Source: an optimization exercise on an open RTL-to-GDS flow (aim: small area). Production flows keep margins and buffers that such runs may drop. The RTL was checked by simulation tests, not by an equivalence proof against the original design. Power is estimated from default activity; no workload was simulated.

--- flow/run.sh ---
#!/bin/bash
# Standard ORFS layout with three changes:
#  1. after the standard synthesis, the combinational logic is mapped again by ABC with an
#     area-oriented script (flow/area.abc); every flip-flop is kept as the standard synthesis
#     made it (same instances, names and cell types);
#  2. port buffers are buf_1 cells;
#  3. the clock tree uses clkbuf_8 cells and larger sink clusters.
# Each tool's output goes to a log file of its own in this folder.
set -euo pipefail
here=$(pwd)
export BUFFER_PORTS_ARGS="-buffer_cell sky130_fd_sc_hd__buf_1"
export CTS_ARGS="-sink_clustering_enable -repair_clock_nets -dont_use_dummy_load -sink_clustering_size 20 -sink_clustering_max_diameter 60 -buf_list sky130_fd_sc_hd__clkbuf_8"
R=$here/orfs/results/$FLOW_PLATFORM/nos64_ptw/base
LIB=$FLOW_HOME/platforms/$FLOW_PLATFORM/lib/sky130_fd_sc_hd__tt_025C_1v80.lib
YOSYS=$FLOW_HOME/../tools/install/yosys/bin/yosys
[ -x "$YOSYS" ] || YOSYS=yosys

# 1. standard synthesis, unchanged
bash standard.sh synth > synth.log 2>&1
cp $R/1_2_yosys.v $here/std_1_2_yosys.v

# 2. area re-mapping of the combinational logic
SEQ=$(cat $here/flow/seq_cells.txt)
DU=""; for c in $(cat $here/flow/dont_use.txt); do DU="$DU -dont_use $c"; done
printf 'set_driving_cell sky130_fd_sc_hd__buf_1\nset_load 5\n' > $here/abc.constr
cat > $here/reopt.ys <<EOT
read_liberty -ignore_miss_func -overwrite $LIB
read_verilog $here/std_1_2_yosys.v
hierarchy -top $FLOW_TOP
setattr -mod -set keep_hierarchy 1 $SEQ sky130_fd_sc_hd__conb_1
flatten
blackbox $SEQ sky130_fd_sc_hd__conb_1
techmap
opt -purge
abc -script $here/flow/area.abc -liberty $LIB $DU -constr $here/abc.constr -D 6000
splitnets
opt_clean -purge
hilomap -singleton -hicell sky130_fd_sc_hd__conb_1 HI -locell sky130_fd_sc_hd__conb_1 LO
insbuf -buf sky130_fd_sc_hd__buf_1 A X
rename -hide w:*.*
opt_clean -purge
stat -liberty $LIB
write_verilog -noattr -nohex -nodec $here/reopt_1_2_yosys.v
EOT
$YOSYS -s $here/reopt.ys > reopt.log 2>&1
$YOSYS -p "read_liberty -lib $LIB; read_verilog $here/reopt_1_2_yosys.v; hierarchy -top $FLOW_TOP; check -assert -mapped" > reopt_check.log 2>&1
# the flip-flops must be exactly those of the standard synthesis
ff() { grep -E '^\s*sky130_fd_sc_hd__[a-z]*df[a-z]*_[0-9]+ ' "$1" | awk '{print $1, $2}' | sort; }
if ! cmp -s <(ff $here/std_1_2_yosys.v) <(ff $here/reopt_1_2_yosys.v); then
  echo "re-mapping changed the flip-flops" >&2; exit 1
fi
cp $here/reopt_1_2_yosys.v $R/1_2_yosys.v

# 3. the rest of the standard layout
bash standard.sh > standard.log 2>&1
--- flow/area.abc ---
strash
dc2
&get -n
&st
&dch -f
&nf -R 1000
&put
--- flow/dont_use.txt ---
sky130_fd_sc_hd__probe_p_8 sky130_fd_sc_hd__probec_p_8 sky130_fd_sc_hd__lpflow_bleeder_1 sky130_fd_sc_hd__lpflow_clkbufkapwr_1 sky130_fd_sc_hd__lpflow_clkbufkapwr_16 sky130_fd_sc_hd__lpflow_clkbufkapwr_2 sky130_fd_sc_hd__lpflow_clkbufkapwr_4 sky130_fd_sc_hd__lpflow_clkbufkapwr_8 sky130_fd_sc_hd__lpflow_clkinvkapwr_1 sky130_fd_sc_hd__lpflow_clkinvkapwr_16 sky130_fd_sc_hd__lpflow_clkinvkapwr_2 sky130_fd_sc_hd__lpflow_clkinvkapwr_4 sky130_fd_sc_hd__lpflow_clkinvkapwr_8 sky130_fd_sc_hd__lpflow_decapkapwr_12 sky130_fd_sc_hd__lpflow_decapkapwr_3 sky130_fd_sc_hd__lpflow_decapkapwr_4 sky130_fd_sc_hd__lpflow_decapkapwr_6 sky130_fd_sc_hd__lpflow_decapkapwr_8 sky130_fd_sc_hd__lpflow_inputiso0n_1 sky130_fd_sc_hd__lpflow_inputiso0p_1 sky130_fd_sc_hd__lpflow_inputiso1n_1 sky130_fd_sc_hd__lpflow_inputiso1p_1 sky130_fd_sc_hd__lpflow_inputisolatch_1 sky130_fd_sc_hd__lpflow_isobufsrc_1 sky130_fd_sc_hd__lpflow_isobufsrc_16 sky130_fd_sc_hd__lpflow_isobufsrc_2 sky130_fd_sc_hd__lpflow_isobufsrc_4 sky130_fd_sc_hd__lpflow_isobufsrc_8 sky130_fd_sc_hd__lpflow_isobufsrckapwr_16 sky130_fd_sc_hd__lpflow_lsbuf_lh_hl_isowell_tap_1 sky130_fd_sc_hd__lpflow_lsbuf_lh_hl_isowell_tap_2 sky130_fd_sc_hd__lpflow_lsbuf_lh_hl_isowell_tap_4 sky130_fd_sc_hd__lpflow_lsbuf_lh_isowell_4 sky130_fd_sc_hd__lpflow_lsbuf_lh_isowell_tap_1 sky130_fd_sc_hd__lpflow_lsbuf_lh_isowell_tap_2 sky130_fd_sc_hd__lpflow_lsbuf_lh_isowell_tap_4 sky130_fd_sc_hd__fill_1 sky130_fd_sc_hd__fill_2 sky130_fd_sc_hd__fill_4 sky130_fd_sc_hd__fill_8 
--- flow/seq_cells.txt ---
sky130_fd_sc_hd__dfbbn_1 sky130_fd_sc_hd__dfbbn_2 sky130_fd_sc_hd__dfbbp_1 sky130_fd_sc_hd__dfrbp_1 sky130_fd_sc_hd__dfrbp_2 sky130_fd_sc_hd__dfrtn_1 sky130_fd_sc_hd__dfrtp_1 sky130_fd_sc_hd__dfrtp_2 sky130_fd_sc_hd__dfrtp_4 sky130_fd_sc_hd__dfsbp_1 sky130_fd_sc_hd__dfsbp_2 sky130_fd_sc_hd__dfstp_1 sky130_fd_sc_hd__dfstp_2 sky130_fd_sc_hd__dfstp_4 sky130_fd_sc_hd__dfxbp_1 sky130_fd_sc_hd__dfxbp_2 sky130_fd_sc_hd__dfxtp_1 sky130_fd_sc_hd__dfxtp_2 sky130_fd_sc_hd__dfxtp_4 sky130_fd_sc_hd__dlrbn_1 sky130_fd_sc_hd__dlrbn_2 sky130_fd_sc_hd__dlrbp_1 sky130_fd_sc_hd__dlrbp_2 sky130_fd_sc_hd__dlrtn_1 sky130_fd_sc_hd__dlrtn_2 sky130_fd_sc_hd__dlrtn_4 sky130_fd_sc_hd__dlrtp_1 sky130_fd_sc_hd__dlrtp_2 sky130_fd_sc_hd__dlrtp_4 sky130_fd_sc_hd__dlxbn_1 sky130_fd_sc_hd__dlxbn_2 sky130_fd_sc_hd__dlxbp_1 sky130_fd_sc_hd__dlxtn_1 sky130_fd_sc_hd__dlxtn_2 sky130_fd_sc_hd__dlxtn_4 sky130_fd_sc_hd__dlxtp_1 sky130_fd_sc_hd__edfxbp_1 sky130_fd_sc_hd__edfxtp_1 sky130_fd_sc_hd__lpflow_inputisolatch_1 sky130_fd_sc_hd__sdfbbn_1 sky130_fd_sc_hd__sdfbbn_2 sky130_fd_sc_hd__sdfbbp_1 sky130_fd_sc_hd__sdfrbp_1 sky130_fd_sc_hd__sdfrbp_2 sky130_fd_sc_hd__sdfrtn_1 sky130_fd_sc_hd__sdfrtp_1 sky130_fd_sc_hd__sdfrtp_2 sky130_fd_sc_hd__sdfrtp_4 sky130_fd_sc_hd__sdfsbp_1 sky130_fd_sc_hd__sdfsbp_2 sky130_fd_sc_hd__sdfstp_1 sky130_fd_sc_hd__sdfstp_2 sky130_fd_sc_hd__sdfstp_4 sky130_fd_sc_hd__sdfxbp_1 sky130_fd_sc_hd__sdfxbp_2 sky130_fd_sc_hd__sdfxtp_1 sky130_fd_sc_hd__sdfxtp_2 sky130_fd_sc_hd__sdfxtp_4 sky130_fd_sc_hd__sedfxbp_1 sky130_fd_sc_hd__sedfxbp_2 sky130_fd_sc_hd__sedfxtp_1 sky130_fd_sc_hd__sedfxtp_2 sky130_fd_sc_hd__sedfxtp_4
--- standard.sh ---
#!/bin/bash
# synth_recipe.tcl (not shown) runs the flow's synth.tcl, then flattens the netlist and writes it again
# the make line also repeats each setting of config.mk as NAME=value (left out here)
make -C /OpenROAD-flow-scripts/flow DESIGN_CONFIG=/design/flow/config.mk WORK_HOME=/design/flow/orfs CLKGATE_MAP_FILE= SYNTH_SCRIPT=/design/flow/synth_recipe.tcl "${@:-finish}"
--- config.mk ---
export PLATFORM = sky130hd
export DESIGN_NAME = nos64_ptw
export DESIGN_NICKNAME = nos64_ptw
export VERILOG_FILES = /design/flow/design.v
export SDC_FILE = /design/flow/constraint.sdc
export NUM_CORES = 4
export LEC_CHECK = 0
export CAP_MARGIN = 10
export CORE_MARGIN = 2
export CORE_UTILIZATION = 65
export GPL_TIMING_DRIVEN = 0
export PLACE_DENSITY = 0.8
export SLEW_MARGIN = 10
--- constraint.sdc ---
create_clock -name core_clock -period 6.0 [get_ports {clk}]
set_input_delay 1.2000 -clock core_clock [delete_from_list [all_inputs] [get_ports {clk}]]
set_output_delay 1.2000 -clock core_clock [all_outputs]
set_load 0.01 [all_outputs]
--- design.v ---
module nos64_ptw (
    input  wire        clk,
    input  wire        rst,             
    input  wire        cmd_valid,
    output wire        cmd_ready,
    input  wire [71:0] cmd_word,        
    input  wire [3:0]  rd_addr,
    output reg  [63:0] rd_data,
    output wire        tgt_req_valid,
    input  wire        tgt_req_ready,
    output wire        tgt_req_reg,     
    output wire [63:0] tgt_req_addr,
    input  wire        tgt_resp_valid,
    input  wire        tgt_resp_ok,
    input  wire [63:0] tgt_resp_data,
    output wire        diag_valid,
    output wire [1:0]  diag_level,
    output wire [9:0]  diag_flags,
    output wire [63:0] diag_value
);
    reg        busy;      
    reg [1:0]  op;        
    reg        dec_now;   
    reg        tr_now;    
    reg        req;       
    reg        regph;     
    reg        memfail;   
    reg [1:0]  lvl;       
    reg [63:0] operand;
    reg [63:0] r0, r1, r2, r3;
    wire [7:0] cw = cmd_word[71:64];
    wire is_translate = (cw == 8'h10);
    wire is_decode    = (cw[7:2] == 6'b0010_00);
    wire accept       = cmd_valid && !busy;
    wire take         = tgt_resp_valid && tgt_resp_ok;
    assign cmd_ready = !busy;
    reg [8:0] idx;
    always @(*) begin
        case (lvl)
            2'd0: idx = operand[47:39];
            2'd1: idx = operand[38:30];
            2'd2: idx = operand[29:21];
            default: idx = operand[20:12];
        endcase
    end
    wire lvl0 = (lvl == 2'd0);
    assign tgt_req_valid = busy && req;
    assign tgt_req_reg   = regph;
    assign tgt_req_addr  = {r0[63:52] & {12{lvl0}}, r0[51:12], idx, 3'b000};
    assign diag_valid = dec_now || (take && !regph);
    assign diag_level = lvl;
    assign diag_value = ({64{dec_now}} & operand) | ({64{tr_now}} & tgt_resp_data);
    assign diag_flags = {diag_value[63], diag_value[8:0]};
    always @(posedge clk) begin
        if (rst) begin
            busy    <= 1'b0;
            op      <= 2'd0;
            dec_now <= 1'b0;
            tr_now  <= 1'b1;
        end else begin
            dec_now <= accept && is_decode;
            tr_now  <= !(accept && is_decode);
            if (accept) begin
                op      <= is_translate ? 2'd1 : is_decode ? 2'd2 : 2'd3;
                busy    <= is_translate;
            end else if (tgt_resp_valid) begin
                if (!tgt_resp_ok || (!regph && (!tgt_resp_data[0] || lvl == 2'd3)))
                    busy <= 1'b0;
            end
        end
    end
    always @(posedge clk) begin
        if (accept) begin
            operand <= cmd_word[63:0];
            req     <= 1'b1;
            regph   <= 1'b1;
            memfail <= 1'b0;
            lvl     <= cw[1:0];
        end else begin
            if (tgt_req_valid && tgt_req_ready)
                req <= 1'b0;
            if (tgt_resp_valid) begin
                if (regph) begin
                    if (tgt_resp_ok) begin
                        regph <= 1'b0;
                        req   <= 1'b1;
                    end
                end else if (!tgt_resp_ok) begin
                    memfail <= 1'b1;
                end else if (tgt_resp_data[0] && lvl != 2'd3) begin
                    lvl <= lvl + 2'd1;
                    req <= 1'b1;
                end
            end
        end
    end
    always @(posedge clk) begin
        if (take) begin
            r0 <= tgt_resp_data;
            r1 <= r0;
            r2 <= r1;
            r3 <= r2;
        end
    end
    wire tr = (op == 2'd1);
    wire dc = (op == 2'd2);
    wire walked = tr && !regph;                  
    wire ok_end = walked && !memfail && r0[0];   
    wire [2:0] nrd  = walked ? {1'b0, lvl} + 3'd1 : 3'd0;
    wire [2:0] nrec = walked ? {1'b0, lvl} + {2'd0, !memfail} : {2'd0, dc};
    wire err_any = (tr && (regph || memfail || !r0[0])) || (op == 2'd3);
    wire [2:0] err = !tr ? ((op == 2'd3) ? 3'd5 : 3'd0) :
                     regph ? 3'd2 : memfail ? 3'd3 : !r0[0] ? 3'd4 : 3'd0;
    wire [1:0] err_level = (walked && (memfail || !r0[0])) ? lvl : 2'd0;
    wire [1:0] state = (op == 2'd0) ? 2'd0 : {1'b1, err_any};
    wire [15:0] status = {op, tr, nrd, nrec, err_level, err, state};
    wire [3:0] a = rd_addr;
    wire [1:0] ai = a[1:0];
    wire is_dv = (a[3:2] == 2'd1);
    wire is_fl = (a[3:2] == 2'd2);
    wire is_slot = is_dv || is_fl;
    wire slot_ok = tr ? ({1'b0, ai} < nrec) : (dc && ai == 2'd0);
    wire [1:0] k = nrec[1:0] - 2'd1 - ai;        
    wire sel_op = ((a == 4'd3) && (op != 2'd0)) || (is_slot && dc && ai == 2'd0);
    wire sl_tr  = is_slot && tr && slot_ok;
    wire fa_src0 = memfail;                      
    wire sel0 = (sl_tr && k == 2'd0) || (a == 4'd1 && ok_end) || (a == 4'd2 && walked && fa_src0);
    wire sel1 = (sl_tr && k == 2'd1) || (a == 4'd2 && walked && !fa_src0);
    wire sel2 = (sl_tr && k == 2'd2);
    wire sel3 = (sl_tr && k == 2'd3);
    wire [63:0] word = ({64{sel_op}} & operand) | ({64{sel0}} & r0) | ({64{sel1}} & r1) |
                       ({64{sel2}} & r2) | ({64{sel3}} & r3);
    wire hi_keep = (a == 4'd3) || is_dv || (a == 4'd2 && lvl0);
    wire [1:0] fl_level = tr ? ai : lvl;
    always @(*) begin
        rd_data[63:52] = word[63:52] & {12{hi_keep}};
        rd_data[51:16] = word[51:16] & {36{!is_fl}};
        if (a == 4'd0)
            rd_data[15:0] = status;
        else if (is_fl)
            rd_data[15:0] = {slot_ok, 3'b000, fl_level & {2{slot_ok}}, word[63], word[8:0]};
        else if (a == 4'd1)
            rd_data[15:0] = {word[15:12], operand[11:0] & {12{ok_end}}};
        else if (a == 4'd2)
            rd_data[15:0] = {word[15:12], idx & {9{walked}}, 3'b000};
        else
            rd_data[15:0] = word[15:0];
    end
endmodule
==> results_dict.tcl, run 1 <==
set metrics [dict create \
    number_of_violations_reported_at_the_end_of_detailed_routing_iteration_0 1450 \
    worst_hold_slack_ns 0.4268 \
    p_leak_nw 4.938 \
    finalNetCount 1372 \
    critical_path_peak_fanout 62 \
    synth.yosys.warnings 1 \
    wl_um 36340 \
    grt_setup_unrepaired "false" \
    vdd.ir_drop.worst_v 0.0002801 \
    grt.overflow.total 0 \
    worst-slew-pin-transition_ns 1.239 \
    slew_headroom 0.1741 \
    insertion_delay_ns 0.55 \
    critPathCaptureType "primary output" \
    die_height_um 146.1 \
    fin_tns_setup_ns 0 \
    power.density_nw_per_um2 265.5 \
    cts-root-to-sink-buffers 3 \
    fin_skew_ns 0.03519 \
    final-setup-viol-count 0 \
    met1Wirelength_um 13190 \
    worst_setup_path_start_kind "flop" \
    starting_density_of_the_core 0.6676 \
    layout_overhead_on_the_synthesized_area_pct 17.65 \
    portBuffers 350 \
    finalNonFillerCells 1491 \
    drive_gt1_frac 0.04493 \
    outcome "complete, no violations" \
    min-delay-path-class "flop to flop" \
    synthCells 836 \
    cts.sinks 330 \
    global_route_wire_length_before_repair_um 54180 \
    maxCapViolations 0 \
    post_cts_clock_slew_at_the_launch_and_capture_registers_of_the_worst_setup_and_hold_paths_ns 0.12 \
    timing.final.crit_period_ns 5.594 \
    placedCellCount 1465 \
    cts.htree.levels 1 \
    post-route-period-util 0.9323 \
    fp.dieArea_um2 21340 \
    post-route-util 0.7854 \
    finalHoldViolations 0 \
    cts-root-buf "sky130_fd_sc_hd__clkbuf_8" \
    post-route-drc-count 0 \
    drt.antenna.violating_nets 0 \
    hpwlAfterDp_um 23750 \
    fillerInstances 1208 \
    cts_buffers 22 \
    maxClockFrequency_ghz 0.1788 \
    initial_antenna_violation_count 2 \
    arrival_ns 4.39 \
    synthesis.area_um2 13120 \
    ioPinCount 354 \
    detailroute.wirelength.met2_um 17550 \
    route.vias.total 9733 \
    rows 51 \
    route.met3.wl_um 4592 \
    synth.avg_cell_area_um2 15.69 \
    place_congestion 0.8787 \
    dr.pass1.iters 7 \
    vias_per_cell 6.528 \
    design.core.area_um2 19650 \
    die_w_um 146.1 \
    critPathRequiredTime_ns 4.80 \
    largest_net_degree_at_the_start_of_global_routing 134 \
    top_layer "met4" \
    grt_pass1_vias 9459 \
    grt.total_usage 0.3291 \
    routed_wire_length_per_instance_um 24.37 \
    critPathKind "flop to primary output" \
    slew_viol_final 0 \
    cts_tree "done" \
]
sequential cells by signal (all words and copies together), names as in the netlist:
signal and count:
r3 64, op 2, regph 1, memfail 1
r1 64, operand 64, r0 64, req 1
busy 1, r2 64, lvl 2, tr_now 1
dec_now 1
final timing paths:
check,from,endpoint,slack [ns],cells past startpoint
worst max-delay path,lvl[1]$_DFFE_PP_,rd_data[3],0.41,15
worst min-delay path,r2[46]$_DFFE_PP_,r3[46]$_DFFE_PP_,0.43,0
worst max register to register,lvl[1]$_DFFE_PP_,lvl[1]$_DFFE_PP_,4.03,3
worst min register to register,r2[46]$_DFFE_PP_,r3[46]$_DFFE_PP_,0.43,0
layout make-up:
cell class              count  area, um2  share of cell area
well taps                 265      331.6             0.02148
multi-input cells         444       3136              0.2031
flip-flops and latches    330       9838              0.6373
plain buffers              55      206.4             0.01337
repair buffers            363       1567              0.1015
diodes                      2      5.005           0.0003242
clock buffers              22      302.8             0.01962
inverters                  10      50.05            0.003242
stage by stage:
| stage | power (mW) | worst slack [ns] | cell area, um2 |
|---|---|---|---|
| after floorplan | 2.956 | 0.4915 | 13130 |
| after global placement | 3.147 | -2.205 | 14780 |
| after detailed placement | 3.158 | 0.3287 | 15100 |
| after CTS | 4.095 | 0.007184 | 15420 |
| after global routing | 4.204 | 0.03453 | 15440 |
| final | 4.099 | 0.4064 | 15440 |
power by group:
part           internal (mW)  total (mW)  switching, mW
logic                  0.131       0.373          0.242
clock network          0.332       0.983          0.652
registers               2.65        2.74         0.0883
worst max-delay path, stage by stage, from the launching register on:
cell and delay (ns):
sky130_fd_sc_hd__edfxtp_1 0.80, sky130_fd_sc_hd__nand2_1 0.24, sky130_fd_sc_hd__nor2_1 0.27, sky130_fd_sc_hd__nor3_2 0.11, sky130_fd_sc_hd__maj3_1 0.34, sky130_fd_sc_hd__a21oi_1 0.12, sky130_fd_sc_hd__nor3_1 0.07, sky130_fd_sc_hd__nand2_1 0.12
sky130_fd_sc_hd__nor2_1 0.09, sky130_fd_sc_hd__or2_4 0.28, sky130_fd_sc_hd__buf_16 0.22, sky130_fd_sc_hd__a222oi_1 0.32, sky130_fd_sc_hd__nand2_1 0.09, sky130_fd_sc_hd__a222oi_1 0.40, sky130_fd_sc_hd__o31ai_1 0.18, sky130_fd_sc_hd__buf_1 0.16
metal layers:
layer / vias to the layer above / global-route usage
met5: - / 0
met1: 4644 / 0.4581
met2: 763 / 0.5380
met4: 0 / 0.09223
li1: 4265 / -
met3: 61 / 0.07031
timing repair:
item,CTS,global route
gates resized for setup,1,3
hold endpoints to repair,0,0
endpoints found under the setup margin,3,38
cloned,0,1
buffers inserted,1,0
hold buffers,0,0
layout by cell type, fill, tap and decap left out, types with 3 or more instances in the layout:
cell type,n
sky130_fd_sc_hd__a22o_1,64
sky130_fd_sc_hd__mux4_2,3
sky130_fd_sc_hd__a31oi_1,6
sky130_fd_sc_hd__conb_1,3
sky130_fd_sc_hd__o21ai_0,18
sky130_fd_sc_hd__clkbuf_8,22
sky130_fd_sc_hd__buf_1,405
sky130_fd_sc_hd__clkinv_1,9
sky130_fd_sc_hd__nand2_1,55
sky130_fd_sc_hd__buf_12,7
sky130_fd_sc_hd__nor3_1,6
sky130_fd_sc_hd__nand3_1,8
sky130_fd_sc_hd__a21o_1,3
sky130_fd_sc_hd__mux2i_1,6
sky130_fd_sc_hd__a22oi_1,59
sky130_fd_sc_hd__a221oi_1,7
sky130_fd_sc_hd__and2_0,14
sky130_fd_sc_hd__a222oi_1,66
sky130_fd_sc_hd__dfxtp_1,5
sky130_fd_sc_hd__buf_16,3
sky130_fd_sc_hd__o22ai_1,3
sky130_fd_sc_hd__xnor2_1,3
sky130_fd_sc_hd__a21oi_1,59
sky130_fd_sc_hd__edfxtp_1,322
sky130_fd_sc_hd__nor2_1,25
==> inputs of run 2 (changes only) <==
--- a/config.mk
+++ b/config.mk
@@ -7,7 +7,6 @@
 export LEC_CHECK = 0
-export CAP_MARGIN = 10
+export CAP_MARGIN = 5
 export CORE_MARGIN = 2
 export CORE_UTILIZATION = 65
-export GPL_TIMING_DRIVEN = 0
 export PLACE_DENSITY = 0.8
-export SLEW_MARGIN = 10
+export SLEW_MARGIN = 5
==> run 2 against run 1 <==
Against the previous run: sequential cell count did not move; cell count decreased by 3.0%; die area is the same; global-route usage up 0.77 points; first-iteration DRC count decreased by 15%; cell area decreased by 2.0%.
==> results_dict.tcl, run 2 <==
set metrics [dict create \
    outcome "complete, no violations" \
    cts_tree "done" \
    fin_skew_ns 0.03451 \
    cts_setup_buffers 0 \
    hpwlAfterDp_um 24890 \
    wl_um 36730 \
    post_cts_clock_slew_at_the_launch_and_capture_registers_of_the_worst_setup_and_hold_paths_ns 0.12 \
    place_congestion 0.9004 \
    seq_power_share 0.668 \
    vdd.ir_drop.worst_v 0.0002111 \
    grt_pass1_vias 9403 \
    grt_setup_unrepaired "false" \
    cellInternalPower_mw 3.115 \
    net_switching_fraction_of_the_power 0.2416 \
    drive_gt1_frac 0.05254 \
    cell_with_the_biggest_individual_delay_on_the_critical_path "sky130_fd_sc_hd__nor2_4" \
    post-route-period-util 0.9428 \
    slew_viol_final 0 \
    post-route-drc-count 0 \
    fp.dieArea_um2 21340 \
    insertion_delay_ns 0.58 \
    finalNetCount 1328 \
    portBuffers 350 \
    grt.total_usage 0.3368 \
    stdcell_area_um2 15130 \
    critPathCaptureType "primary output" \
    critical_path_peak_fanout 27 \
    cts-root-buf "sky130_fd_sc_hd__clkbuf_8" \
    p_leak_nw 4.885 \
    number_of_violations_reported_at_the_end_of_detailed_routing_iteration_0 1239 \
    synthCells 836 \
    power.density_nw_per_um2 271.4 \
    worst_setup_path_start_kind "flop" \
    power_frac_clock 0.246 \
    final-setup-viol-count 0 \
    dr.pass1.iters 10 \
    die_w_um 146.1 \
    arrival_ns 4.46 \
    cts.sinks 330 \
    route.vias.total 9848 \
    finalPower_mw 4.107 \
    vias_per_cell 6.806 \
    routed_wire_length_per_instance_um 25.38 \
    fin_tns_setup_ns 0 \
    rows 51 \
    critPathRequiredTime_ns 4.80 \
    initial_antenna_violation_count 2 \
    synthesis.area_um2 13120 \
    cts_buffers 23 \
    worst_hold_path.num_cells 0 \
    pwr-share-comb 0.086 \
    global_route_wire_length_before_repair_um 55150 \
    cts.htree.levels 1 \
    most-common-layout-cells "sky130_fd_sc_hd__buf_1, sky130_fd_sc_hd__edfxtp_1, sky130_fd_sc_hd__a222oi_1" \
    drt.antenna.violating_nets 0 \
    layout_overhead_on_the_synthesized_area_pct 15.32 \
    ioPinCount 354 \
    mostFrequentLayoutCell "sky130_fd_sc_hd__buf_1" \
    grt.overflow.total 0 \
    timing.reg2reg.worst_path_depth 5 \
    timing.final.crit_period_ns 5.657 \
    finalHoldViolations 0 \
    largest_net_degree_at_the_start_of_global_routing 127 \
    die_height_um 146.1 \
    slew_headroom 0.1980 \
    design.core.area_um2 19650 \
    worst-slew-pin-transition_ns 1.203 \
    synth.yosys.warnings 1 \
    timing.critical_path.slowest_cell_delay_ns 0.62 \
    synth.avg_cell_area_um2 15.69 \
    starting_density_of_the_core 0.6676 \
    cts-root-to-sink-buffers 3 \
    critPathKind "flop to primary output" \
    net-switching-power_mw 0.9921 \
    min-delay-path-class "flop to flop" \
    maxCapViolations 0 \
    dpl_cell_area_um2 14810 \
    critical_path_cell_by_cell "nor2_1 > nand2_1 > nor3_1 > maj3_1 > a21oi_1 > nor3_1 > nand2_1 > or2_1 > nor2_4 > buf_4 > a222oi_1 > a21oi_1 > buf_1" \
    maxClockFrequency_ghz 0.1768 \
]
[run 2: path summary, 6_finish.rpt]
| kind | from | endpoint | slack, ns |
|---|---|---|---|
| max | op[1]$_SDFFE_PP0P_ | rd_data[17] | 0.34 |
| min | r2[43]$_DFFE_PP_ | r3[43]$_DFFE_PP_ | 0.43 |
| max reg2reg | busy$_SDFFE_PP0P_ | tr_now$_SDFF_PP1_ | 4.08 |
| min reg2reg | r2[43]$_DFFE_PP_ | r3[43]$_DFFE_PP_ | 0.43 |
[run 2: layout make-up]
type	instances	area, um2
clock buffer	23	316.6
timing repair buffer	374	1494
antenna	2	5.005
multi-input combinational	443	3105
inverter	10	45.04
sequential	330	9832
fill	1288	4524
tap	265	331.6
[run 2: routing by layer]
layer  up-vias  part of all wire  track usage
li1       4165                 -            -
met3        77              0.13      0.07094
met4         0             0.031       0.1189
met2       847              0.48       0.5417
met1      4759              0.36       0.4664
met5         -                 0            0
[run 2: worst max-delay path, delay by kind of cell (launching register included)]
kind / cells / cell delay, ns
buffers and inverters: 2 / 0.67
flip-flops: 1 / 0.45
AND/OR/NAND/NOR: 7 / 2.11
AO/OA/AOI/OAI: 3 / 0.42
adder cells (fa/ha/maj): 1 / 0.24
[run 2: stage by stage]
step / setup WS [ns] / hold slack, ns / cells / util
6_report: 0.3432 / 0.4324 / 1447 / 0.7698
2_1_floorplan: 0.4915 / 0.4252 / 838 / -
3_3_place_gp: 0.7240 / 0.4283 / 1422 / 0.7534
4_1_cts: 0.3331 / 0.4292 / 1445 / 0.7695
5_1_grt: 0.009055 / 0.4407 / 1447 / 0.7698
3_5_place_dp: 0.5958 / 0.4333 / 1422 / 0.7534
[run 2: power by group through the flow]
| stage | sequential, mW | clock (mW) | combinational [mW] |
|---|---|---|---|
| floorplan | 2.76 | 0 | 0.193 |
| detailed placement | 2.79 | 0 | 0.348 |
| CTS | 2.74 | 1.01 | 0.350 |
| global route | 2.75 | 1.08 | 0.378 |
| finish | 2.74 | 1.01 | 0.352 |
| global placement | 2.79 | 0 | 0.341 |
[run 2: timing repair]
action | 4_1_cts | 5_1_grt
hold buffers | 0 | 0
endpoints found under the setup margin | 0 | 3
resized for setup | 0 | 1
==> inputs of run 3 (changes only) <==
--- a/config.mk
+++ b/config.mk
@@ -9,4 +9,4 @@
 export CORE_MARGIN = 2
-export CORE_UTILIZATION = 65
-export PLACE_DENSITY = 0.8
+export CORE_UTILIZATION = 72
+export PLACE_DENSITY = 0.85
 export SLEW_MARGIN = 5
==> run 3 against run 2 <==
Against the previous run: cell count down 2.8%; synthesized cell count unchanged; via count up 1.9%; still clean; register-to-register slack worse by 0.44 ns; sequential share of layout area up 0.17 points; cell area down 0.26%; critical path type unchanged; critical endpoint is now rd_data[31]; utilization up 7.3 points; die area down 9.5%; sequential cell count unchanged; worst hold slack worse by 0.0055 ns; synthesized area unchanged.
==> results_dict.tcl, run 3 <==
set metrics [dict create \
    rr_startpoint "busy$_SDFFE_PP0P_" \
    synthesis.area_um2 13120 \
    critPathRequiredTime_ns 4.80 \
    fin_tns_setup_ns 0 \
    layout_overhead_on_the_synthesized_area_pct 15.02 \
    slew_headroom 0.1929 \
    cts.htree.levels 1 \
    power_frac_clock 0.240 \
    grt_setup_unrepaired "false" \
    finalHoldViolations 0 \
    initial_antenna_violation_count 0 \
    fp.dieArea_um2 19320 \
    cellInternalPower_mw 3.089 \
    most-common-layout-cells "sky130_fd_sc_hd__buf_1, sky130_fd_sc_hd__edfxtp_1, sky130_fd_sc_hd__a222oi_1" \
    drive_gt1_frac 0.05093 \
    startpoint "lvl[0]$_DFFE_PP_" \
    largest_net_degree_at_the_start_of_global_routing 159 \
    hpwlAfterDp_um 24990 \
    route.vias.total 10030 \
    ioPinCount 354 \
    synth.yosys.warnings 1 \
    grt_pass1_vias 9672 \
    cts_buffers 21 \
    pwr-share-comb 0.088 \
    maxClockFrequency_ghz 0.1802 \
    routed_wire_length_per_instance_um 26.77 \
    synth.avg_cell_area_um2 15.69 \
    timing.final.crit_period_ns 5.548 \
    arrival_ns 4.35 \
    die_w_um 139.0 \
    rows 49 \
    post_cts_clock_slew_at_the_launch_and_capture_registers_of_the_worst_setup_and_hold_paths_ns 0.11 \
    outcome "complete, no violations" \
    maxCapViolations 0 \
    grt.overflow.total 0 \
    design.core.area_um2 17900 \
    worst-slew-pin-transition_ns 1.208 \
    power.density_nw_per_um2 270.4 \
    cts.sinks 330 \
    slew_viol_final 0 \
    place_congestion 0.9777 \
    ctsHoldBuffers 0 \
    cts-root-buf "sky130_fd_sc_hd__clkbuf_8" \
    insertion_delay_ns 0.56 \
    post-route-period-util 0.9247 \
    finalNetCount 1326 \
    cts-root-to-sink-buffers 3 \
    final-setup-viol-count 0 \
    dr.pass1.iters 9 \
    drt.antenna.violating_nets 0 \
    critPathCaptureType "primary output" \
    antennaDiodeCount 0 \
    global_route_wire_length_before_repair_um 55480 \
    net_switching_fraction_of_the_power 0.2428 \
    portBuffers 350 \
    mostFrequentLayoutCell "sky130_fd_sc_hd__buf_1" \
    number_of_violations_reported_at_the_end_of_detailed_routing_iteration_0 1918 \
    post-route-drc-count 0 \
    critPathKind "flop to primary output" \
    fin_skew_ns 0.03871 \
    p_leak_nw 4.876 \
    wl_um 37660 \
    grt.total_usage 0.3724 \
    synthCells 836 \
    critical_path_peak_fanout 24 \
    min-delay-path-class "flop to flop" \
    cts_tree "done" \
    worst_setup_path_start_kind "flop" \
    finalNonFillerCells 1407 \
    min_from "r1[7]$_DFFE_PP_" \
    die_height_um 139.0 \
    seq_power_share 0.672 \
    placedCellCount 1385 \
    vdd.ir_drop.worst_v 0.0002317 \
    vias_per_cell 7.129 \
    net-switching-power_mw 0.9905 \
    starting_density_of_the_core 0.7329 \
]
run 3: worst max-delay path: stages (launching register included):
cell                       delay (ns)
sky130_fd_sc_hd__edfxtp_1        0.44
sky130_fd_sc_hd__buf_4           0.25
sky130_fd_sc_hd__xor2_1          0.19
sky130_fd_sc_hd__nor2_1          0.12
sky130_fd_sc_hd__a21oi_1         0.11
sky130_fd_sc_hd__nor2_1          0.20
sky130_fd_sc_hd__maj3_1          0.20
sky130_fd_sc_hd__a21oi_1         0.04
sky130_fd_sc_hd__nor3_1          0.19
sky130_fd_sc_hd__nand2_1         0.12
sky130_fd_sc_hd__or2_1           0.40
sky130_fd_sc_hd__nor2_4          0.43
sky130_fd_sc_hd__buf_4           0.40
sky130_fd_sc_hd__a222oi_1        0.15
sky130_fd_sc_hd__a21oi_1         0.33
sky130_fd_sc_hd__buf_1           0.22
run 3: area by class of cell:
class,instances,area (um2)
sequential,330,9832
timing repair buffer,373,1524
fill,942,2811
tap,229,286.5
multi-input combinational,444,3114
clock buffer,21,289.0
inverter,10,45.04
run 3: timing repair:
item / CTS / global route
setup endpoints to repair: 0 / 2
gates resized for setup: 0 / 1
setup buffers: 0 / 0
run 3: per-stage QoR:
step | setup WS (ns) | area [um2] | total power [mW] | util | hold WS, ns
CTS | 0.2440 | 15080 | 4.054 | 0.8425 | 0.4214
global placement | 0.7460 | 14790 | 3.128 | 0.8263 | 0.4284
finish | 0.4516 | 15090 | 4.080 | 0.8430 | 0.4269
floorplan | 0.4915 | 13130 | 2.956 | - | 0.4252
detailed placement | 0.6524 | 14790 | 3.142 | 0.8263 | 0.4343
global route | 0.1772 | 15090 | 4.153 | 0.8430 | 0.4350
run 3: final timing paths:
kind / endpoint / depth (start not counted) / slack [ns]
worst min register to register: r2[7]$_DFFE_PP_ / 0 / 0.43
worst max register to register: operand[2]$_DFFE_PP_ / 2 / 3.64
worst max-delay path: rd_data[31] / 15 / 0.45
worst min-delay path: r2[7]$_DFFE_PP_ / 0 / 0.43
run 3: routing by layer:
layer	global-route usage	routed length (um)	up-vias
li1	-	-	4165
met1	0.5027	12550	4768
met2	0.6171	18450	999
met3	0.08253	5405	99
met4	0.1228	1251	0
met5	0	0	-
run 3: power groups by stage:
stage	clock (mW)	combinational [mW]	sequential (mW)
6_report	0.977	0.361	2.74
5_1_grt	1.02	0.383	2.75
4_1_cts	0.962	0.354	2.74
3_5_place_dp	0	0.353	2.79
2_1_floorplan	0	0.193	2.76
3_3_place_gp	0	0.345	2.78
==> inputs of run 4 (changes only) <==
--- a/flow/run.sh
+++ b/flow/run.sh
@@ -11,3 +11,3 @@
 export BUFFER_PORTS_ARGS="-buffer_cell sky130_fd_sc_hd__buf_1"
-export CTS_ARGS="-sink_clustering_enable -repair_clock_nets -dont_use_dummy_load -sink_clustering_size 20 -sink_clustering_max_diameter 60 -buf_list sky130_fd_sc_hd__clkbuf_8"
+export CTS_ARGS="-sink_clustering_enable -repair_clock_nets -dont_use_dummy_load -sink_clustering_size 20 -sink_clustering_max_diameter 45 -buf_list sky130_fd_sc_hd__clkbuf_8"
 R=$here/orfs/results/$FLOW_PLATFORM/nos64_ptw/base
--- a/config.mk
+++ b/config.mk
@@ -7,6 +7,7 @@
 export LEC_CHECK = 0
-export CAP_MARGIN = 5
+export CAP_MARGIN = 20
 export CORE_MARGIN = 2
-export CORE_UTILIZATION = 72
-export PLACE_DENSITY = 0.85
-export SLEW_MARGIN = 5
+export CORE_UTILIZATION = 65
+export GPL_TIMING_DRIVEN = 0
+export PLACE_DENSITY = 0.8
+export SLEW_MARGIN = 20
==> run 4 against run 3 <==
Against the previous run: worst setup slack got worse by 0.22 ns; synthesized cell count stayed put; critical path depth increased by 2; critical endpoint is now rd_data[3].
==> results_dict.tcl, run 4 <==
set metrics [dict create \
    finalHoldViolations 0 \
    worst_hold_path.num_cells 0 \
    maxClockFrequency_ghz 0.1732 \
    insertion_delay_ns 0.59 \
    cts.htree.levels 1 \
    layout_overhead_on_the_synthesized_area_pct 19.72 \
    arrival_ns 4.57 \
    fin_skew_ns 0.03245 \
    vias_per_cell 6.601 \
    cts-root-buf "sky130_fd_sc_hd__clkbuf_8" \
    rows 51 \
    critPathCaptureType "primary output" \
    wl_um 37100 \
    hpwlAfterDp_um 24880 \
    timing.rr.end "lvl[1]$_DFFE_PP_" \
    slew_headroom 0.2948 \
    post_cts_clock_slew_at_the_launch_and_capture_registers_of_the_worst_setup_and_hold_paths_ns 0.10 \
    worst-slew-pin-transition_ns 1.050 \
    mostFrequentLayoutCell "sky130_fd_sc_hd__buf_1" \
    global_route_wire_length_before_repair_um 55990 \
    drive_gt1_frac 0.05569 \
    timing.reg2reg.worst_path_depth 5 \
    ctsHoldBuffers 0 \
    cts_tree "done" \
    fp.dieArea_um2 21340 \
    critPathKind "flop to primary output" \
    synthCells 836 \
    drt.antenna.violating_nets 0 \
    met1Wirelength_um 13030 \
    starting_density_of_the_core 0.6676 \
    vdd.ir_drop.worst_v 0.0002439 \
    power.density_nw_per_um2 272.3 \
    design.core.area_um2 19650 \
    largest_net_degree_at_the_start_of_global_routing 134 \
    initial_antenna_violation_count 2 \
    regToRegSetupSlack_ns 3.93 \
    post-route-util 0.7992 \
    worst_setup_path_start_kind "flop" \
    most-common-layout-cells "sky130_fd_sc_hd__buf_1, sky130_fd_sc_hd__edfxtp_1, sky130_fd_sc_hd__a222oi_1" \
    die_w_um 146.1 \
    min_from "r2[62]$_DFFE_PP_" \
    top_layer "met4" \
    fillerInstances 1190 \
    outcome "complete, no violations" \
    dr.pass1.iters 12 \
    number_of_violations_reported_at_the_end_of_detailed_routing_iteration_0 1477 \
    slew_viol_final 0 \
    multiInputGateArea_um2 3123 \
    critPathRequiredTime_ns 4.80 \
    rr_startpoint "lvl[0]$_DFFE_PP_" \
    cts_buffers 31 \
    grt_setup_unrepaired "false" \
    finalPower_mw 4.278 \
    synth.yosys.warnings 1 \
    synth.avg_cell_area_um2 15.69 \
    cts-root-to-sink-buffers 3 \
    grt.total_usage 0.3407 \
    maxCapViolations 0 \
    route.vias.total 9941 \
    cts.sinks 330 \
    p_leak_nw 5.070 \
    grt_pass1_vias 9797 \
    critical_path_peak_fanout 56 \
    finalNetCount 1387 \
    post-route-drc-count 0 \
    post-route-period-util 0.9622 \
    place_congestion 0.8787 \
    detailroute.wirelength.met2_um 18010 \
    ff_latch_area_um2 9838 \
    timing.final.crit_period_ns 5.773 \
    ioPinCount 354 \
    route.met3.wl_um 4823 \
    portBuffers 350 \
    final-setup-viol-count 0 \
    die_height_um 146.1 \
    synthesis.area_um2 13120 \
    whs_endpoint "r3[62]$_DFFE_PP_" \
    routed_wire_length_per_instance_um 24.63 \
    grt.overflow.total 0 \
    min-delay-path-class "flop to flop" \
]
## run 4: cell type report
cell class / count / share of cell area
multi-input cells: 443 / 0.1988
diodes: 2 / 0.0003186
flip-flops and latches: 330 / 0.6263
well taps: 265 / 0.02111
plain buffers: 55 / 0.01314
inverters: 10 / 0.003186
clock buffers: 31 / 0.02716
repair buffers: 370 / 0.1099
## run 4: timing repair
action                                  in CTS  in global routing
endpoints found under the setup margin       2                  4
setup buffers                                2                  0
resized for setup                            0                  2
pin swaps                                    0                  0
## run 4: through the flow
stage | area (um2) | setup TNS, ns | std cells | setup WS, ns | hold WS, ns
final | 15710 | 0 | 1506 | 0.2270 | 0.4280
after global routing | 15710 | 0 | 1506 | 0.01670 | 0.4315
after detailed placement | 15260 | 0 | 1471 | 0.5125 | 0.4342
after global placement | 14780 | -225.24 | 1453 | -2.205 | 0.4263
after CTS | 15700 | 0 | 1504 | 0.09444 | 0.4234
after floorplan | 13130 | 0 | 838 | 0.4915 | 0.4252
## run 4: worst max-delay path, cell delays in order, from the launching register on
cell and delay (ns):
sky130_fd_sc_hd__dfxtp_2 0.49, sky130_fd_sc_hd__nor2_1 0.12, sky130_fd_sc_hd__nand2_1 0.20, sky130_fd_sc_hd__nor2_1 0.08, sky130_fd_sc_hd__a21oi_1 0.39, sky130_fd_sc_hd__nor2_1 0.15
sky130_fd_sc_hd__maj3_1 0.37, sky130_fd_sc_hd__a21oi_1 0.13, sky130_fd_sc_hd__nor3_1 0.07, sky130_fd_sc_hd__nand2_1 0.12, sky130_fd_sc_hd__nor2_1 0.07, sky130_fd_sc_hd__or2_4 0.33
sky130_fd_sc_hd__buf_16 0.24, sky130_fd_sc_hd__a222oi_1 0.34, sky130_fd_sc_hd__nand2_1 0.11, sky130_fd_sc_hd__a222oi_1 0.42, sky130_fd_sc_hd__o31ai_1 0.18, sky130_fd_sc_hd__buf_1 0.16
## run 4: layer usage
layer / GRT usage / vias to the layer above
li1: - / 4286
met1: 0.4541 / 4706
met2: 0.5637 / 854
met3: 0.07906 / 95
met4: 0.1155 / 0
met5: 0 / -
## run 4: worst max-delay path by stage
stage / start / cells after the start / slack [ns] / endpoint
after floorplan: rd_addr[3] / 7 / 0.49 / rd_data[3]
after global placement: rd_addr[1] / 8 / -2.20 / rd_data[3]
after detailed placement: rd_addr[0] / 14 / 0.51 / rd_data[10]
after CTS: op[1]$_SDFFE_PP0P_ / 17 / 0.09 / rd_data[10]
after global routing: regph$_SDFFE_PP1P_ / 17 / 0.02 / rd_data[3]
final: op[1]$_SDFFE_PP0P_ / 17 / 0.23 / rd_data[3]
## run 4: report_power, final
part / internal, mW / switching [mW]
clock: 0.457 / 0.697
combinational: 0.134 / 0.246
sequential: 2.65 / 0.0883
==> inputs of run 5 (changes only) <==
--- a/flow/run.sh
+++ b/flow/run.sh
@@ -11,3 +11,3 @@
 export BUFFER_PORTS_ARGS="-buffer_cell sky130_fd_sc_hd__buf_1"
-export CTS_ARGS="-sink_clustering_enable -repair_clock_nets -dont_use_dummy_load -sink_clustering_size 20 -sink_clustering_max_diameter 45 -buf_list sky130_fd_sc_hd__clkbuf_8"
+export CTS_ARGS="-sink_clustering_enable -repair_clock_nets -dont_use_dummy_load -sink_clustering_size 18 -sink_clustering_max_diameter 50 -buf_list sky130_fd_sc_hd__clkbuf_8"
 R=$here/orfs/results/$FLOW_PLATFORM/nos64_ptw/base
--- a/config.mk
+++ b/config.mk
@@ -10,3 +10,2 @@
 export CORE_UTILIZATION = 65
-export GPL_TIMING_DRIVEN = 0
 export PLACE_DENSITY = 0.8
==> run 5 against run 4 <==
Against the previous run: still clean; synthesized cell count is the same; non-clock buffer count shrank 51; cell count shrank 3.3%.
==> results_dict.tcl, run 5 <==
set metrics [dict create \
    outcome "complete, no violations" \
    cell_with_the_biggest_individual_delay_on_the_critical_path "sky130_fd_sc_hd__nor2_4" \
    crit_family "simple AND/OR/NAND/NOR gates" \
    cts-root-to-sink-buffers 3 \
    critPathKind "flop to primary output" \
    most-common-layout-cells "sky130_fd_sc_hd__buf_1, sky130_fd_sc_hd__edfxtp_1, sky130_fd_sc_hd__a222oi_1" \
    design.core.area_um2 19650 \
    global_route_wire_length_before_repair_um 55950 \
    met3_usage 0.07375 \
    cts_setup_buffers 0 \
    placedCellCount 1422 \
    ioPinCount 354 \
    portBuffers 350 \
    grt.overflow.total 0 \
    finalNetCount 1339 \
    final-setup-viol-count 0 \
    largest_net_degree_at_the_start_of_global_routing 127 \
    place_congestion 0.9004 \
    insertion_delay_ns 0.56 \
    cts.sinks 330 \
    groute.layer.met2.usage 0.5509 \
    power.density_nw_per_um2 282.8 \
    ctsHoldBuffers 0 \
    regToRegSetupSlack_ns 4.06 \
    worst-slew-pin-transition_ns 1.072 \
    route.vias.total 9906 \
    finalHoldViolations 0 \
    cts.htree.levels 2 \
    met1_usage 0.4728 \
    post_cts_clock_slew_at_the_launch_and_capture_registers_of_the_worst_setup_and_hold_paths_ns 0.09 \
    grt_setup_unrepaired "false" \
    fillerInstances 1270 \
    critPathRequiredTime_ns 4.80 \
    die_w_um 146.1 \
    timing.final.crit_period_ns 5.667 \
    grt_pass1_vias 9506 \
    slew_viol_final 0 \
    buffers_plus_inverters_on_the_worst_setup_path 2 \
    slew_headroom 0.2845 \
    starting_density_of_the_core 0.6676 \
    worst_setup_path_start_kind "flop" \
    fin_skew_ns 0.04344 \
    rows 51 \
    vias_per_cell 6.799 \
    drive_gt1_frac 0.06213 \
    critical_path_peak_fanout 27 \
    dr.pass1.iters 7 \
    critical_path_cell_by_cell "nor2_1 > nand2_1 > nor3_1 > maj3_1 > a21oi_1 > nor3_1 > nand2_1 > or2_0 > nor2_4 > buf_4 > a222oi_1 > a21oi_1 > buf_1" \
    fin_tns_setup_ns 0 \
    grt.total_usage 0.3430 \
    hpwlAfterDp_um 24890 \
    cts.repair.resized 0 \
    critPathCaptureType "primary output" \
    busiest_layer "met2" \
    p_leak_nw 4.965 \
    routed_wire_length_per_instance_um 25.46 \
    initial_antenna_violation_count 1 \
    fp.dieArea_um2 21340 \
    post-route-drc-count 0 \
    arrival_ns 4.47 \
    mostFrequentLayoutCell "sky130_fd_sc_hd__buf_1" \
    cts_buffers 34 \
    synthesis.area_um2 13120 \
    min-delay-path-class "flop to flop" \
    vdd.ir_drop.worst_v 0.0002552 \
    post-route-period-util 0.9445 \
    synth.avg_cell_area_um2 15.69 \
    finalNonFillerCells 1457 \
    maxCapViolations 0 \
    number_of_violations_reported_at_the_end_of_detailed_routing_iteration_0 1145 \
    maxClockFrequency_ghz 0.1765 \
    cts_tree "done" \
    timing.critical_path.slowest_cell_delay_ns 0.65 \
    cts-root-buf "sky130_fd_sc_hd__clkbuf_8" \
    drt.antenna.violating_nets 0 \
    die_height_um 146.1 \
    synth.yosys.warnings 1 \
    layout_overhead_on_the_synthesized_area_pct 16.48 \
    synthCells 836 \
    wl_um 37090 \
]
-- run 5: cell count changes in the layout (fill, tap and decap cells not counted), moves of 2 or more --
cell                       delta
sky130_fd_sc_hd__clkbuf_8     +3
sky130_fd_sc_hd__buf_12       -7
sky130_fd_sc_hd__buf_16       -8
sky130_fd_sc_hd__buf_4       +21
sky130_fd_sc_hd__buf_1       -55
sky130_fd_sc_hd__dfxtp_4      -2
sky130_fd_sc_hd__buf_8        -2
-- run 5: final cells by class --
class | instances | area (um2) | share of cell area
diodes | 1 | 2.502 | 0.0001637
clock buffers | 34 | 467.9 | 0.03062
inverters | 10 | 45.04 | 0.002947
multi-input cells | 443 | 3109 | 0.2035
flip-flops and latches | 330 | 9832 | 0.6434
well taps | 265 | 331.6 | 0.02170
repair buffers | 374 | 1494 | 0.09776
-- run 5: routing by layer --
layer  vias to the layer above  wire length, um
met5                         -                0
met4                         0             1247
met1                      4808            13440
li1                       4187                -
met2                       828            17720
met3                        83             4680
-- run 5: where the power goes --
part,switching [mW],total (mW),internal [mW],leakage [nW]
Sequential,0.0900,2.75,2.66,3.11
Clock,0.715,1.22,0.508,0.244
Combinational,0.238,0.353,0.115,1.61
-- run 5: final timing paths --
path | start | to | depth (start not counted)
max | op[1]$_SDFFE_PP0P_ | rd_data[17] | 13
min | r1[11]$_DFFE_PP_ | r2[11]$_DFFE_PP_ | 0
max reg2reg | busy$_SDFFE_PP0P_ | tr_now$_SDFF_PP1_ | 5
min reg2reg | r1[11]$_DFFE_PP_ | r2[11]$_DFFE_PP_ | 0
-- run 5: through the flow --
stage	setup WS (ns)	power, mW	hold slack, ns	utilization	cell area [um2]
after floorplan	0.4915	2.956	0.4252	-	13130
after global placement	0.7240	3.129	0.4283	0.7534	14810
after detailed placement	0.5958	3.141	0.4333	0.7534	14810
after CTS	0.3699	4.317	0.4199	0.7772	15280
after global routing	0.003956	4.445	0.4365	0.7776	15280
final	0.3327	4.322	0.4216	0.7776	15280
==> inputs of run 6 (changes only) <==
--- a/flow/run.sh
+++ b/flow/run.sh
@@ -11,3 +11,3 @@
 export BUFFER_PORTS_ARGS="-buffer_cell sky130_fd_sc_hd__buf_1"
-export CTS_ARGS="-sink_clustering_enable -repair_clock_nets -dont_use_dummy_load -sink_clustering_size 18 -sink_clustering_max_diameter 50 -buf_list sky130_fd_sc_hd__clkbuf_8"
+export CTS_ARGS="-sink_clustering_enable -repair_clock_nets -dont_use_dummy_load -sink_clustering_size 10 -sink_clustering_max_diameter 35 -buf_list sky130_fd_sc_hd__clkbuf_4"
 R=$here/orfs/results/$FLOW_PLATFORM/nos64_ptw/base
--- a/config.mk
+++ b/config.mk
@@ -7,3 +7,3 @@
 export LEC_CHECK = 0
-export CAP_MARGIN = 20
+export CAP_MARGIN = 5
 export CORE_MARGIN = 2
@@ -11,2 +11,2 @@
 export PLACE_DENSITY = 0.8
-export SLEW_MARGIN = 20
+export SLEW_MARGIN = 5
==> run 6 against run 5 <==
Against the previous run: global-route usage shrank 0.19 points; non-clock buffer count is the same; fmax shrank 0.66%; synthesized cell count is the same; clock skew grew 0.0077 ns; cell count grew 0.96%; critical path depth is the same.
==> results_dict.tcl, run 6 <==
set metrics [dict create \
    design.core.area_um2 19650 \
    synth.avg_cell_area_um2 15.69 \
    rr_startpoint "lvl[0]$_DFFE_PP_" \
    critPathKind "flop to primary output" \
    critical_path_peak_fanout 27 \
    hpwlAfterDp_um 24890 \
    slew_headroom 0.2094 \
    cts-root-to-sink-buffers 3 \
    most-common-layout-cells "sky130_fd_sc_hd__buf_1, sky130_fd_sc_hd__edfxtp_1, sky130_fd_sc_hd__a222oi_1" \
    die_w_um 146.1 \
    ctsHoldBuffers 0 \
    cts-root-buf "sky130_fd_sc_hd__clkbuf_4" \
    number_of_violations_reported_at_the_end_of_detailed_routing_iteration_0 1251 \
    outcome "complete, no violations" \
    rows 51 \
    arrival_ns 4.50 \
    synthCells 836 \
    layout_overhead_on_the_synthesized_area_pct 15.59 \
    ioPinCount 354 \
    crit_end "rd_data[17]" \
    global_route_wire_length_before_repair_um 55660 \
    worst_hold_slack_ns 0.4366 \
    timing.rr.end "lvl[1]$_DFFE_PP_" \
    worst_setup_path_start_kind "flop" \
    vias_per_cell 6.787 \
    maxClockFrequency_ghz 0.1753 \
    insertion_delay_ns 0.67 \
    finalNetCount 1351 \
    grt_setup_unrepaired "false" \
    mostFrequentLayoutCell "sky130_fd_sc_hd__buf_1" \
    p_leak_nw 4.933 \
    buffers_plus_inverters_on_the_worst_setup_path 2 \
    drive_gt1_frac 0.07232 \
    synthesis.area_um2 13120 \
    critical_path_cell_by_cell "nor2_1 > nand2_1 > nor3_1 > maj3_1 > a21oi_1 > nor3_1 > nand2_1 > or2_1 > nor2_4 > buf_4 > a222oi_1 > a21oi_1 > buf_1" \
    cts_buffers 46 \
    cts_tree "done" \
    routed_wire_length_per_instance_um 25.20 \
    grt_pass1_vias 9604 \
    vdd.ir_drop.worst_v 0.0001892 \
    slew_viol_final 0 \
    synth.yosys.warnings 1 \
    timing.reg2reg.worst_path_depth 4 \
    largest_net_degree_at_the_start_of_global_routing 127 \
    regToRegSetupSlack_ns 4.07 \
    final-setup-viol-count 0 \
    cts.htree.levels 2 \
    post-route-period-util 0.9508 \
    grt.total_usage 0.3411 \
    grt.overflow.total 0 \
    finalHoldViolations 0 \
    startpoint "regph$_SDFFE_PP1P_" \
    initial_antenna_violation_count 3 \
    fin_tns_setup_ns 0 \
    drt.antenna.violating_nets 0 \
    maxCapViolations 0 \
    fp.dieArea_um2 21340 \
    finalNonFillerCells 1471 \
    finalPower_mw 4.155 \
    min-delay-path-class "flop to flop" \
    portBuffers 350 \
    critPathCaptureType "primary output" \
    post-route-drc-count 0 \
    worst-slew-pin-transition_ns 1.186 \
    power.density_nw_per_um2 274.0 \
    fin_skew_ns 0.05118 \
    timing.critical_path.slowest_cell_delay_ns 0.64 \
    timing.final.crit_period_ns 5.705 \
    die_height_um 146.1 \
    worst_hold_path.num_cells 0 \
    crit_family "simple AND/OR/NAND/NOR gates" \
    route.vias.total 9984 \
    critPathRequiredTime_ns 4.80 \
    critical_path_depth 13 \
    cell_with_the_biggest_individual_delay_on_the_critical_path "sky130_fd_sc_hd__nor2_4" \
    wl_um 37070 \
    post-route-util 0.7716 \
    fillerInstances 1282 \
    starting_density_of_the_core 0.6676 \
    placedCellCount 1422 \
    dr.pass1.iters 8 \
    cts.sinks 330 \
    place_congestion 0.9004 \
    post_cts_clock_slew_at_the_launch_and_capture_registers_of_the_worst_setup_and_hold_paths_ns 0.10 \
]
-- run 6: how the worst min path moves through the flow --
stage,start,to,slack [ns]
floorplan,r0[6]$_DFFE_PP_,r1[6]$_DFFE_PP_,0.43
global placement,r1[29]$_DFFE_PP_,r2[29]$_DFFE_PP_,0.43
detailed placement,r0[10]$_DFFE_PP_,r1[10]$_DFFE_PP_,0.43
CTS,r2[30]$_DFFE_PP_,r3[30]$_DFFE_PP_,0.43
global route,r1[4]$_DFFE_PP_,r2[4]$_DFFE_PP_,0.45
finish,r2[38]$_DFFE_PP_,r3[38]$_DFFE_PP_,0.44
-- run 6: cell type report --
type / count / area (um2) / area share
flip-flops and latches: 330 / 9833 / 0.6484
inverters: 10 / 45.04 / 0.002970
diodes: 3 / 7.507 / 0.0004950
multi-input cells: 443 / 3109 / 0.2050
clock buffers: 46 / 345.3 / 0.02277
well taps: 265 / 331.6 / 0.02186
repair buffers: 374 / 1494 / 0.09851
-- run 6: what timing repair did --
action                     CTS  global route
setup buffers                0             0
setup endpoints to repair    0            35
gates resized for setup      0             3
-- run 6: stage by stage --
| step | setup slack [ns] | instance area (um2) |
|---|---|---|
| floorplan | 0.4915 | 13130 |
| global placement | 0.7240 | 14810 |
| detailed placement | 0.5958 | 14810 |
| CTS | 0.1877 | 15150 |
| global route | 0.008552 | 15170 |
| finish | 0.2953 | 15170 |
-- run 6: report_power, final --
group,leakage (nW),internal (mW),switching [mW]
Clock,0.212,0.353,0.705
Sequential,3.11,2.65,0.0904
Combinational,1.61,0.115,0.237
Total,4.93,3.12,1.03
-- run 6: layer usage --
layer	routed length, um	track usage	vias to the layer above
met5	0	0	-
met4	1164	0.1199	0
met3	4843	0.07969	95
met2	17790	0.5469	827
met1	13280	0.4686	4834
li1	-	-	4228
==> inputs of run 7 (changes only) <==
--- a/flow/run.sh
+++ b/flow/run.sh
@@ -11,3 +11,3 @@
 export BUFFER_PORTS_ARGS="-buffer_cell sky130_fd_sc_hd__buf_1"
-export CTS_ARGS="-sink_clustering_enable -repair_clock_nets -dont_use_dummy_load -sink_clustering_size 10 -sink_clustering_max_diameter 35 -buf_list sky130_fd_sc_hd__clkbuf_4"
+export CTS_ARGS="-sink_clustering_enable -repair_clock_nets -dont_use_dummy_load -sink_clustering_size 18 -sink_clustering_max_diameter 60 -buf_list sky130_fd_sc_hd__clkbuf_8"
 R=$here/orfs/results/$FLOW_PLATFORM/nos64_ptw/base
==> run 7 against run 6 <==
Against the previous run: still clean on timing, DRC and antenna; clock power shrank 5%; critical path depth is the same; worst hold slack gained 0.0031 ns; combinational power is essentially flat; fmax grew 2.4%; via count shrank 1.6%; utilization shrank 0.18 points; critical endpoint unchanged.
==> results_dict.tcl, run 7 <==
set metrics [dict create \
    outcome "complete, no violations" \
    power.density_nw_per_um2 271.3 \
    timing.final.crit_period_ns 5.573 \
    rr_startpoint "busy$_SDFFE_PP0P_" \
    met1_usage 0.4648 \
    grt.total_usage 0.3364 \
    seq_power_share 0.669 \
    final-setup-viol-count 0 \
    ioPinCount 354 \
    drt.antenna.violating_nets 0 \
    post_cts_clock_slew_at_the_launch_and_capture_registers_of_the_worst_setup_and_hold_paths_ns 0.11 \
    place_congestion 0.9004 \
    critPathKind "flop to primary output" \
    vdd.ir_drop.worst_v 0.0002322 \
    largest_net_degree_at_the_start_of_global_routing 127 \
    critPathCaptureType "primary output" \
    worst-slew-pin-transition_ns 1.178 \
    starting_density_of_the_core 0.6676 \
    fp.dieArea_um2 21340 \
    mostFrequentLayoutCell "sky130_fd_sc_hd__buf_1" \
    critical_path_peak_fanout 27 \
    finalNetCount 1328 \
    cts.sinks 330 \
    synthesis.area_um2 13120 \
    route.vias.total 9827 \
    design.core.area_um2 19650 \
    ff_latch_area_um2 9833 \
    slew_headroom 0.2149 \
    cellInternalPower_mw 3.115 \
    vias_per_cell 6.791 \
    worst_setup_path_start_kind "flop" \
    worst_hold_path.num_cells 0 \
    portBuffers 350 \
    post-route-drc-count 0 \
    met3_usage 0.06906 \
    post-route-period-util 0.9288 \
    synthCells 836 \
    insertion_delay_ns 0.57 \
    synth.avg_cell_area_um2 15.69 \
    power_frac_clock 0.246 \
    routed_wire_length_per_instance_um 25.25 \
    synth.yosys.warnings 1 \
    net_switching_fraction_of_the_power 0.2410 \
    cts.htree.levels 1 \
    cts-root-to-sink-buffers 3 \
    min_from "r1[25]$_DFFE_PP_" \
    fin_skew_ns 0.02562 \
    maxClockFrequency_ghz 0.1794 \
    most-common-layout-cells "sky130_fd_sc_hd__buf_1, sky130_fd_sc_hd__edfxtp_1, sky130_fd_sc_hd__a222oi_1" \
    whs_endpoint "r2[25]$_DFFE_PP_" \
    cts-root-buf "sky130_fd_sc_hd__clkbuf_8" \
    grt.overflow.total 0 \
    multiInputGateArea_um2 3105 \
    pwr-share-comb 0.086 \
    p_leak_nw 4.886 \
    net-switching-power_mw 0.9893 \
    layout_overhead_on_the_synthesized_area_pct 15.33 \
    hpwlAfterDp_um 24890 \
    die_w_um 146.1 \
    arrival_ns 4.37 \
    ctsHoldBuffers 0 \
    global_route_wire_length_before_repair_um 55140 \
    finalHoldViolations 0 \
    startpoint "regph$_SDFFE_PP1P_" \
    rows 51 \
    critPathRequiredTime_ns 4.80 \
    die_height_um 146.1 \
    regToRegSetupSlack_ns 4.11 \
    min-delay-path-class "flop to flop" \
    number_of_violations_reported_at_the_end_of_detailed_routing_iteration_0 1237 \
    fin_tns_setup_ns 0 \
    grt_pass1_vias 9439 \
    drive_gt1_frac 0.05339 \
    maxCapViolations 0 \
    slew_viol_final 0 \
    wl_um 36530 \
    groute.layer.met2.usage 0.5439 \
    timing.reg2reg.worst_path_depth 5 \
    cts_tree "done" \
    cts_buffers 23 \
    stdcell_area_um2 15130 \
    initial_antenna_violation_count 2 \
    grt_setup_unrepaired "false" \
    fillerInstances 1287 \
    busiest_layer "met2" \
    timing.rr.end "tr_now$_SDFF_PP1_" \
    dr.pass1.iters 6 \
    dpl_cell_area_um2 14810 \
]
-- run 7: final cells by class --
| cell class | count | share of cell area |
|---|---|---|
| multi-input combinational | 443 | 0.2052 |
| timing repair buffer | 374 | 0.09873 |
| clock buffer | 23 | 0.02092 |
| antenna | 2 | 0.0003308 |
| sequential | 330 | 0.6499 |
| tap | 265 | 0.02191 |
| inverter | 10 | 0.002977 |
-- run 7: worst max path at each step --
stage	slack, ns	to	depth (start not counted)
after floorplan	0.49	rd_data[3]	7
after global placement	0.72	rd_data[41]	12
after detailed placement	0.60	rd_data[17]	12
after CTS	0.31	rd_data[17]	13
after global routing	0.12	rd_data[3]	16
final	0.43	rd_data[17]	13
-- run 7: repair_timing --
item,in CTS,in global routing
endpoints found under the setup margin,0,9
setup buffers,0,0
gates resized for setup,0,2
hold endpoints to repair,0,0
-- run 7: power groups by stage --
stage | sequential, mW | combinational [mW] | clock, mW
4_1_cts | 2.74 | 0.350 | 1.01
5_1_grt | 2.75 | 0.378 | 1.08
3_5_place_dp | 2.79 | 0.348 | 0
2_1_floorplan | 2.76 | 0.193 | 0
6_report | 2.74 | 0.351 | 1.01
3_3_place_gp | 2.79 | 0.341 | 0
-- run 7: per-layer routing --
layer,vias up,wire length [um]
li1,4165,-
met5,-,0
met1,4772,13100
met3,82,4540
met4,0,1262
met2,808,17620
-- run 7: per-stage QoR --
stage	hold slack [ns]	std cells	worst slack (ns)	utilization	total power, mW
global placement	0.4283	1422	0.7240	0.7534	3.129
floorplan	0.4252	838	0.4915	-	2.956
CTS	0.4326	1445	0.3069	0.7695	4.099
finish	0.4397	1447	0.4274	0.7699	4.104
detailed placement	0.4333	1422	0.5958	0.7534	3.141
global route	0.4449	1447	0.1213	0.7699	4.210
-- run 7: critical path, stage by stage, from the launching register on --
cell and delay (ns):
sky130_fd_sc_hd__dfxtp_1 0.41, sky130_fd_sc_hd__nor2_1 0.21, sky130_fd_sc_hd__nand2_1 0.16, sky130_fd_sc_hd__nor3_1 0.44, sky130_fd_sc_hd__maj3_1 0.24, sky130_fd_sc_hd__a21oi_1 0.04
sky130_fd_sc_hd__nor3_1 0.19, sky130_fd_sc_hd__nand2_1 0.12, sky130_fd_sc_hd__or2_1 0.35, sky130_fd_sc_hd__nor2_4 0.62, sky130_fd_sc_hd__buf_4 0.46, sky130_fd_sc_hd__a222oi_1 0.16
sky130_fd_sc_hd__a21oi_1 0.21, sky130_fd_sc_hd__buf_1 0.19

## separate check: timing with driven ports
Ports are ideal in the flow. The routed layouts listed here were re-timed in OpenROAD. Step 1, drivers: a clkbuf_16 drives clk and a buf_2 each remaining input, both assumed. Step 2 adds t to the input delays and takes it off the output delays; t is the mean of the earliest and latest rising clock arrival at the registers after step 1. Input paths then give back, and output paths get back, about the clock's delay inside the block. Slacks: ideal ports / drivers / drivers and shift; pairs: ideal ports / drivers.
| run | t (ns) | slack for setup (ns) | hold slack, ns | worst setup path after step 2 | worst register clock-pin slew, ns |
|---|---|---|---|---|---|
| run 1 | 0.583 | 0.406 / 0.363 / 0.508 | 0.427 / 0.427 / 0.427 | input to output | 0.12 / 0.12 |
| run 2 | 0.610 | 0.343 / 0.295 / 0.551 | 0.432 / 0.432 / 0.432 | input to output | 0.12 / 0.12 |
| run 3 | 0.583 | 0.452 / 0.410 / 0.667 | 0.427 / 0.427 / 0.427 | input to output | 0.12 / 0.12 |
| run 4 | 0.624 | 0.227 / 0.182 / 0.417 | 0.428 / 0.428 / 0.428 | input to output | 0.10 / 0.10 |
| run 5 | 0.575 | 0.333 / 0.290 / 0.499 | 0.422 / 0.422 / 0.422 | input to output | 0.11 / 0.11 |
| run 6 | 0.698 | 0.295 / 0.252 / 0.557 | 0.437 / 0.437 / 0.437 | input to output | 0.11 / 0.11 |
| run 7 | 0.600 | 0.427 / 0.385 / 0.584 | 0.440 / 0.440 / 0.440 | input to output | 0.11 / 0.11 |
After both steps every run listed still meets setup and hold.
